Background: an optimization exercise with open tools, aiming at small area. Do not read the settings as production practice.
Only simulation tests tie the RTL to the original design; equivalence was not proved.
No activity file was given, so power comes from the tool's default toggle rates.

==> inputs of run A <==
==> flow/design.v <==
module ptz_sync (
    input  wire          clk,
    input  wire          rst,
    input  wire          in_valid,
    input  wire [7:0]    in_byte,
    output reg           evD_valid,
    output reg  [3:0]    evD_kind,
    output wire [7:0]    evD_cam,
    output wire [1:0]    evD_pan,
    output wire [1:0]    evD_tilt,
    output wire [1:0]    evD_zoom,
    output wire [1:0]    evD_iris,
    output wire [1:0]    evD_focus,
    output wire [3:0]    evD_ext_act,
    output wire [55:0]   evD_raw,
    output reg           evP_valid,
    output reg  [3:0]    evP_kind,
    output wire [8:0]    evP_cam,
    output wire [1:0]    evP_pan,
    output wire [1:0]    evP_tilt,
    output wire [1:0]    evP_zoom,
    output wire [1:0]    evP_iris,
    output wire [1:0]    evP_focus,
    output wire [3:0]    evP_ext_act,
    output wire [63:0]   evP_raw,
    output reg           evB_valid,
    output reg  [3:0]    evB_kind,
    output wire [7:0]    evB_len,
    output wire [14:0]   evB_cam,
    output wire [6:0]    evB_op,
    output wire [3:0]    evB_fn,
    output wire [1:0]    evB_pan,
    output wire [3:0]    evB_pan_speed,
    output wire [1:0]    evB_tilt,
    output wire [3:0]    evB_tilt_speed,
    output wire [1:0]    evB_zoom,
    output wire [3:0]    evB_zoom_speed,
    output wire [1:0]    evB_iris,
    output wire [1:0]    evB_focus,
    output wire [1023:0] evB_raw
);
    wire step = in_valid & ~rst;
    function [4:0] ext_lookup;
        input [7:0] cmd1;
        input [7:0] cmd2;
        input [7:0] data1;
        reg hit;
        reg [4:0] x;
        begin
            case (cmd2)
                8'h03, 8'h05, 8'h07, 8'h09, 8'h0B, 8'h1F, 8'h21, 8'h23, 8'h25: hit = 1'b1;
                default: hit = 1'b0;
            endcase
            x = cmd2[5:1];
            ext_lookup[4] = hit && cmd1 == 8'h00 && data1 == 8'h00;
            ext_lookup[3] = x[4] & x[1];
            ext_lookup[2] = x[4] ? ~x[1] : (x[2] & x[0]);
            ext_lookup[1] = x[4] ? ~x[1] : (~x[3] & ((x[1] & x[0]) | (x[2] & ~x[0])));
            ext_lookup[0] = (x[0] ^ ~x[4]) | x[3];
        end
    endfunction
    function [3:0] pelco_kind;
        input       ok;
        input [4:0] ext;
        input       ext_bit;
        begin
            if (!ok)           pelco_kind = 4'd0;
            else if (!ext_bit) pelco_kind = 4'd1;
            else if (ext[4])   pelco_kind = 4'd2;
            else               pelco_kind = 4'd3;
        end
    endfunction
    reg  [63:0] sh;
    reg  [2:0]  cnt_d;       
    reg  [2:0]  cnt_p;       
    reg         ok_d, ok_p;
    wire [7:0] s2 = sh[16 +: 8], s3 = sh[24 +: 8], s4 = sh[32 +: 8];
    wire [7:0] s5 = sh[40 +: 8], s6 = sh[48 +: 8], s7 = sh[56 +: 8];
    wire [7:0] s1 = sh[8 +: 8];
    wire match_d = (cnt_d == 3'd6) && (s2 == 8'hFF);
    wire match_p = (cnt_p == 3'd7) && (s1 == 8'hA0) && (s7 == 8'hAF);
    wire [7:0] sum_d = s3 + s4 + s5 + s6 + s7;
    wire [7:0] x_p = s2 ^ s3 ^ s4 ^ s5 ^ s6 ^ 8'h0F;
    always @(posedge clk) begin
        if (rst) begin
            cnt_d <= 3'd0;
            cnt_p <= 3'd0;
        end else if (step) begin
            cnt_d <= (match_d && sum_d == in_byte) ? 3'd0 : (cnt_d == 3'd6) ? 3'd6 : cnt_d + 3'd1;
            cnt_p <= (match_p && x_p == in_byte) ? 3'd0 : (cnt_p == 3'd7) ? 3'd7 : cnt_p + 3'd1;
        end
    end
    always @(posedge clk) begin
        evD_valid <= step && match_d;
        evP_valid <= step && match_p;
        ok_d      <= (sum_d == in_byte);
        ok_p      <= (x_p == in_byte);
        if (step)
            sh <= {in_byte, sh[63:8]};
    end
    wire [7:0] d_cmd1 = sh[24 +: 8];
    wire [7:0] d_cmd2 = sh[32 +: 8];
    wire [4:0] d_ext  = ext_lookup(sh[24 +: 8], sh[32 +: 8], sh[40 +: 8]);
    always @(*) evD_kind = pelco_kind(ok_d, d_ext, d_cmd2[0]);
    assign evD_raw     = sh[63:8];
    assign evD_cam     = sh[16 +: 8];
    assign evD_pan     = {d_cmd2[2], d_cmd2[1]};
    assign evD_tilt    = {d_cmd2[4], d_cmd2[3]};
    assign evD_zoom    = {d_cmd2[6], d_cmd2[5]};
    assign evD_focus   = {d_cmd1[0], d_cmd2[7]};
    assign evD_iris    = {d_cmd1[2], d_cmd1[1]};
    assign evD_ext_act = d_ext[3:0];
    wire [7:0] p_cmd1 = sh[16 +: 8];
    wire [7:0] p_cmd2 = sh[24 +: 8];
    wire [4:0] p_ext  = ext_lookup(sh[16 +: 8], sh[24 +: 8], sh[32 +: 8]);
    always @(*) evP_kind = pelco_kind(ok_p, p_ext, p_cmd2[0]);
    assign evP_raw     = sh;
    assign evP_cam     = {1'b0, sh[8 +: 8]} + 9'd1;
    assign evP_pan     = {p_cmd2[2], p_cmd2[1]};
    assign evP_tilt    = {p_cmd2[4], p_cmd2[3]};
    assign evP_zoom    = {p_cmd2[6], p_cmd2[5]};
    assign evP_focus   = {p_cmd1[1], p_cmd1[0]};
    assign evP_iris    = {p_cmd1[3], p_cmd1[2]};
    assign evP_ext_act = p_ext[3:0];
    reg [895:0] wb;          
    reg [6:0] g;             
    reg [6:0] sum_b;         
    reg       ok_b;
    wire hdr = in_byte[7];
    wire g0 = (g == 7'd0);
    wire match_b = hdr ? (in_byte[6:0] == 7'd0) : (!g0 && g == wb[0 +: 7]);
    always @(posedge clk) begin
        if (rst)
            g <= 7'd0;
        else if (step) begin
            if (hdr)      g <= 7'd1;
            else if (!g0) g <= g + 7'd1;
        end
    end
    always @(posedge clk) begin
        evB_valid <= step && match_b;
        ok_b      <= !hdr && (sum_b == in_byte[6:0]);
        if (step)
            sum_b <= hdr ? in_byte[6:0] : sum_b + in_byte[6:0];
    end
    integer i;
    always @(posedge clk) begin
        if (step && hdr)
            wb[0 +: 7] <= in_byte[6:0];
        for (i = 1; i < 128; i = i + 1)
            if (step && !hdr && g == i)
                wb[7*i +: 7] <= in_byte[6:0];
    end
    genvar k;
    generate
        for (k = 0; k < 128; k = k + 1) begin : g_raw
            assign evB_raw[8*k +: 8] = {(k == 0) ? 1'b1 : 1'b0, wb[7*k +: 7]};
        end
    endgenerate
    wire [6:0] len_b = wb[0 +: 7];
    wire [6:0] op_b  = wb[21 +: 7];
    wire [3:0] fn_b  = wb[28 +: 4];
    always @(*) begin
        if (!ok_b)
            evB_kind = 4'd0;
        else if (len_b < 7'd4)
            evB_kind = 4'd9;
        else if (op_b == 7'h05 && len_b >= 7'd7)
            evB_kind = 4'd4;
        else if (op_b == 7'h07 && len_b >= 7'd5) begin
            case (fn_b)
                4'd1, 4'd2, 4'd4, 4'd5, 4'd8, 4'd9, 4'd10: evB_kind = 4'd5;
                default:                                   evB_kind = 4'd6;
            endcase
        end else if (op_b >= 7'h01 && op_b <= 7'h0D)
            evB_kind = 4'd7;
        else
            evB_kind = 4'd8;
    end
    wire [6:0] b_d1 = wb[28 +: 7];
    wire [6:0] b_d2 = wb[35 +: 7];
    wire [6:0] b_d3 = wb[42 +: 7];
    assign evB_len        = {g0, g};
    assign evB_cam        = {wb[7 +: 7], wb[14 +: 7]} + 15'd1;
    assign evB_op         = op_b;
    assign evB_fn         = fn_b;
    assign evB_pan        = {b_d1[5], b_d1[4]};
    assign evB_pan_speed  = b_d1[3:0];
    assign evB_tilt       = {b_d2[5], b_d2[4]};
    assign evB_tilt_speed = b_d2[3:0];
    assign evB_zoom       = {b_d3[5], b_d3[4]};
    assign evB_zoom_speed = {1'b0, b_d3[2:0]};
    assign evB_iris       = {b_d2[6], b_d1[6]};
    assign evB_focus      = {b_d3[3], b_d3[6]};
endmodule
==> flow/flow/run.sh <==
#!/bin/bash
# Standard ORFS layout (the standard.sh: unchanged synthesis, floorplan,
# power grid, placement, routing) with these settings changed:
#  - the port buffers use the smallest buffer cell (every input and output
#    port still gets its own buffer);
#  - clock tree synthesis: no dummy loads, clkbuf_8 buffers, larger sink clusters;
#  - the synthesis tie cells are kept shared instead of one per load.
set -euo pipefail
bash standard.sh \
  'BUFFER_PORTS_ARGS=-buffer_cell sky130_fd_sc_hd__buf_1' \
  'CTS_ARGS=-sink_clustering_enable -repair_clock_nets -dont_use_dummy_load -buf_list sky130_fd_sc_hd__clkbuf_8 -sink_clustering_size 16 -sink_clustering_max_diameter 45' \
  SKIP_REPAIR_TIE_FANOUT=1 finish > standard_flow.log 2>&1
==> flow/standard.sh <==
#!/bin/bash
# synth_recipe.tcl (not shown) runs the flow's synth.tcl, then flattens the netlist and writes it again
# the make line also repeats each setting of config.mk as NAME=value (left out here)
make -C /OpenROAD-flow-scripts/flow DESIGN_CONFIG=/design/flow/config.mk WORK_HOME=/design/flow/orfs CLKGATE_MAP_FILE= SYNTH_SCRIPT=/design/flow/synth_recipe.tcl "${@:-finish}"
==> flow/config.mk <==
export PLATFORM = sky130hd
export DESIGN_NAME = ptz_sync
export DESIGN_NICKNAME = ptz_sync
export VERILOG_FILES = /design/flow/design.v
export SDC_FILE = /design/flow/constraint.sdc
export NUM_CORES = 4
export LEC_CHECK = 0
export CAP_MARGIN = 20
export CORE_AREA = 3 3 537 109
export DIE_AREA = 0 0 540 112
export PLACE_DENSITY = 0.8
export SLEW_MARGIN = 20
==> flow/constraint.sdc <==
create_clock -name core_clock -period 150.0 [get_ports {clk}]
set_input_delay 30.0000 -clock core_clock [delete_from_list [all_inputs] [get_ports {clk}]]
set_output_delay 30.0000 -clock core_clock [all_outputs]
set_load 0.01 [all_outputs]
==> run G: changes against run A <==
--- a/flow/design.v
+++ b/flow/design.v
@@ -46,15 +46,18 @@
         input [7:0] data1;
-        reg hit;
-        reg [4:0] x;
         begin
-            case (cmd2)
-                8'h03, 8'h05, 8'h07, 8'h09, 8'h0B, 8'h1F, 8'h21, 8'h23, 8'h25: hit = 1'b1;
-                default: hit = 1'b0;
-            endcase
-            x = cmd2[5:1];
-            ext_lookup[4] = hit && cmd1 == 8'h00 && data1 == 8'h00;
-            ext_lookup[3] = x[4] & x[1];
-            ext_lookup[2] = x[4] ? ~x[1] : (x[2] & x[0]);
-            ext_lookup[1] = x[4] ? ~x[1] : (~x[3] & ((x[1] & x[0]) | (x[2] & ~x[0])));
-            ext_lookup[0] = (x[0] ^ ~x[4]) | x[3];
+            ext_lookup = 5'b0_0000;
+            if (cmd1 == 8'h00 && data1 == 8'h00) begin
+                case (cmd2)
+                    8'h03: ext_lookup = 5'b1_0000;
+                    8'h05: ext_lookup = 5'b1_0001;
+                    8'h07: ext_lookup = 5'b1_0010;
+                    8'h09: ext_lookup = 5'b1_0011;
+                    8'h0B: ext_lookup = 5'b1_0100;
+                    8'h1F: ext_lookup = 5'b1_0101;
+                    8'h21: ext_lookup = 5'b1_0110;
+                    8'h23: ext_lookup = 5'b1_0111;
+                    8'h25: ext_lookup = 5'b1_1000;
+                    default: ext_lookup = 5'b0_0000;
+                endcase
+            end
         end
@@ -125,3 +128,3 @@
     reg [895:0] wb;          
-    reg [6:0] g;             
+    reg [7:0] g;             
     reg [6:0] sum_b;         
@@ -129,10 +132,9 @@
     wire hdr = in_byte[7];
-    wire g0 = (g == 7'd0);
-    wire match_b = hdr ? (in_byte[6:0] == 7'd0) : (!g0 && g == wb[0 +: 7]);
+    wire match_b = hdr ? (in_byte[6:0] == 7'd0) : (!g[7] && g[6:0] == wb[0 +: 7]);
     always @(posedge clk) begin
         if (rst)
-            g <= 7'd0;
+            g <= 8'd128;
         else if (step) begin
-            if (hdr)      g <= 7'd1;
-            else if (!g0) g <= g + 7'd1;
+            if (hdr)        g <= 8'd1;
+            else if (!g[7]) g <= g + 8'd1;
         end
@@ -182,3 +184,3 @@
     wire [6:0] b_d3 = wb[42 +: 7];
-    assign evB_len        = {g0, g};
+    assign evB_len        = g;
     assign evB_cam        = {wb[7 +: 7], wb[14 +: 7]} + 15'd1;
==> flow/run.sh (new file) <==
#!/bin/bash
# synth_recipe.tcl (not shown) runs the flow's synth.tcl, then flattens the netlist and writes it again
# the make line also repeats each setting of config.mk as NAME=value (left out here)
make -C /OpenROAD-flow-scripts/flow DESIGN_CONFIG=/design/flow/config.mk WORK_HOME=/design/flow/orfs CLKGATE_MAP_FILE= SYNTH_SCRIPT=/design/flow/synth_recipe.tcl finish
- CORE_AREA: 3 3 537 109 -> not set
- CORE_MARGIN: not set -> 2
- CORE_UTILIZATION: not set -> 30
- DIE_AREA: 0 0 540 112 -> not set
- PLACE_DENSITY: 0.8 -> 0.35
removed: flow/flow/run.sh
removed: flow/standard.sh
==> run H: changes against run A <==
==> flow/flow/run.sh (replaced) <==
#!/bin/bash
# Standard ORFS layout (the standard.sh, unchanged synthesis, floorplan,
# power grid, placement, routing). Two settings differ from the defaults:
#  - the port buffers use the smallest buffer cell (every input and output
#    port still gets its own buffer);
#  - clock tree synthesis inserts no dummy loads.
set -euo pipefail
bash standard.sh \
  'BUFFER_PORTS_ARGS=-buffer_cell sky130_fd_sc_hd__buf_1' \
  'CTS_ARGS=-sink_clustering_enable -repair_clock_nets -dont_use_dummy_load -buf_list sky130_fd_sc_hd__clkbuf_4' \
  finish > standard_flow.log 2>&1
- CORE_AREA: 3 3 537 109 -> 3 3 557 127
- DIE_AREA: 0 0 540 112 -> 0 0 560 130
- PLACE_DENSITY: 0.8 -> 0.7
==> run B: changes against run A <==
--- a/flow/flow/run.sh
+++ b/flow/flow/run.sh
@@ -10,3 +10,3 @@
   'BUFFER_PORTS_ARGS=-buffer_cell sky130_fd_sc_hd__buf_1' \
-  'CTS_ARGS=-sink_clustering_enable -repair_clock_nets -dont_use_dummy_load -buf_list sky130_fd_sc_hd__clkbuf_8 -sink_clustering_size 16 -sink_clustering_max_diameter 45' \
+  'CTS_ARGS=-sink_clustering_enable -repair_clock_nets -dont_use_dummy_load -buf_list sky130_fd_sc_hd__clkbuf_8 -sink_clustering_size 18 -sink_clustering_max_diameter 50' \
   SKIP_REPAIR_TIE_FANOUT=1 finish > standard_flow.log 2>&1
- CORE_AREA: 3 3 537 109 -> 3 3 557 127
- DIE_AREA: 0 0 540 112 -> 0 0 560 130
- PLACE_DENSITY: 0.8 -> 0.7
==> comparison <==
- Final cell count: run H > run B > run A.
- Sequential share of layout area, highest first: run A, run B, run H.
- The highest clock skew belongs to run H, the lowest to run A.
- Global-route usage: run B < run H < run A.
- Run G died in I/O pin placement (3_2_place_iop) with PPL-0024. Run B ran to the end with no violations. Run A ran to the end with no violations. Run H finished clean.
- In critical path depth, run H and run A do not differ.
- In sequential cell count, run A and run B do not differ.
- Of run H and run B, run B has the higher non-clock buffer count (gap 5).
- Of run H and run B, run H has the higher via count (gap about 5.3%, measured against run B).
- In combinational power, run A and run H hardly differ.
- Worst setup slack, lowest first: run H, run B, run A.
==> figures <==
Top power group: run H registers; run G -; run A registers; run B registers
Tap Count: run H 920; run G -; run A 760; run B 920
Nets@finish: run H 3,042; run G -; run A 2,806; run B 2,797
Max_slew headroom: run H 0.319; run G -; run A 0.262; run B 0.220
Post-synthesis cell count: run H 1,795; run G 1,846; run A 1,795; run B 1,795
Total inserted antenna cells: run H 6; run G -; run A 0; run B 2
Total Wirelength: run H 115,000 um; run G -; run A 109,000 um; run B 111,000 um
All-layer global routing usage: run H 0.300; run G -; run A 0.355; run B 0.288
Clock network power: run H 0.146 mW; run G -; run A 0.125 mW; run B 0.115 mW
Final count of hold timing violations: run H 0; run G -; run A 0; run B 0
Net switching power figure: run H 0.109 mW; run G -; run A 0.0986 mW; run B 0.0954 mW
DRC errors left: run H 0; run G -; run A 0; run B 0
Critical Path Slowest Stage Cell: run H sky130_fd_sc_hd__nor2_1; run G -; run A sky130_fd_sc_hd__nor2_1; run B sky130_fd_sc_hd__nor2_1
Wire length of the first global-routing pass: run H 152,000 um; run G -; run A 150,000 um; run B 146,000 um
Result of the run: run H timing/DRC/antenna clean; run G did not finish; run A timing/DRC/antenna clean; run B timing/DRC/antenna clean
Stage where the flow stopped: run H -; run G I/O pin placement (3_2_place_iop); run A -; run B -
Post-cts gate resize count: run H 0; run G -; run A 0; run B 0
Ratio of cells with drive above 1 in the final layout: run H 0.0731; run G -; run A 0.0404; run B 0.0372
Fraction of standard cell area that is sequential: run H 0.729; run G -; run A 0.749; run B 0.747
RSZ-0062 raised after global routing: run H false; run G -; run A false; run B false
Clock sink total: run H 986; run G -; run A 986; run B 986
Sequential cells: run H 986; run G -; run A 986; run B 986
Port-buffer cells: run H 1,137; run G -; run A 1,137; run B 1,137

-- re-timing with driven ports --
In the flow no input, the clock included, has a driving cell. The finished layouts below were timed again as built, in two steps. Step 1 (the two cells are an assumption about what drives the block):
set clk [get_ports {clk}]
set_driving_cell -lib_cell sky130_fd_sc_hd__clkbuf_16 $clk
set_driving_cell -lib_cell sky130_fd_sc_hd__buf_2 [delete_from_list [all_inputs] $clk]
Step 2 moves the port delays by t, midway between the first and last clock arrival at a register: inputs arrive t later, outputs are due t later. That takes back most of the time a late clock gives input paths. Slacks: ideal ports / drivers / drivers and shift; pairs: ideal ports / drivers.
run	t, ns	slack for setup (ns)	worst hold slack (ns)	worst setup path after step 2	clock arrival spread, ns
run A	0.746	117.271 / 117.198 / 116.713	0.494 / 0.494 / 0.494	input to register	0.055 / 0.055
run H	0.994	117.097 / 117.025 / 116.947	0.471 / 0.471 / 0.471	input to register	0.103 / 0.103
run B	0.756	117.270 / 117.273 / 116.535	0.479 / 0.479 / 0.479	input to register	0.067 / 0.066
After both steps setup and hold are still met in every run listed. For run B, which loses most, drivers alone change the setup slack by +0.003 ns; drivers and shift together by -0.735 ns.
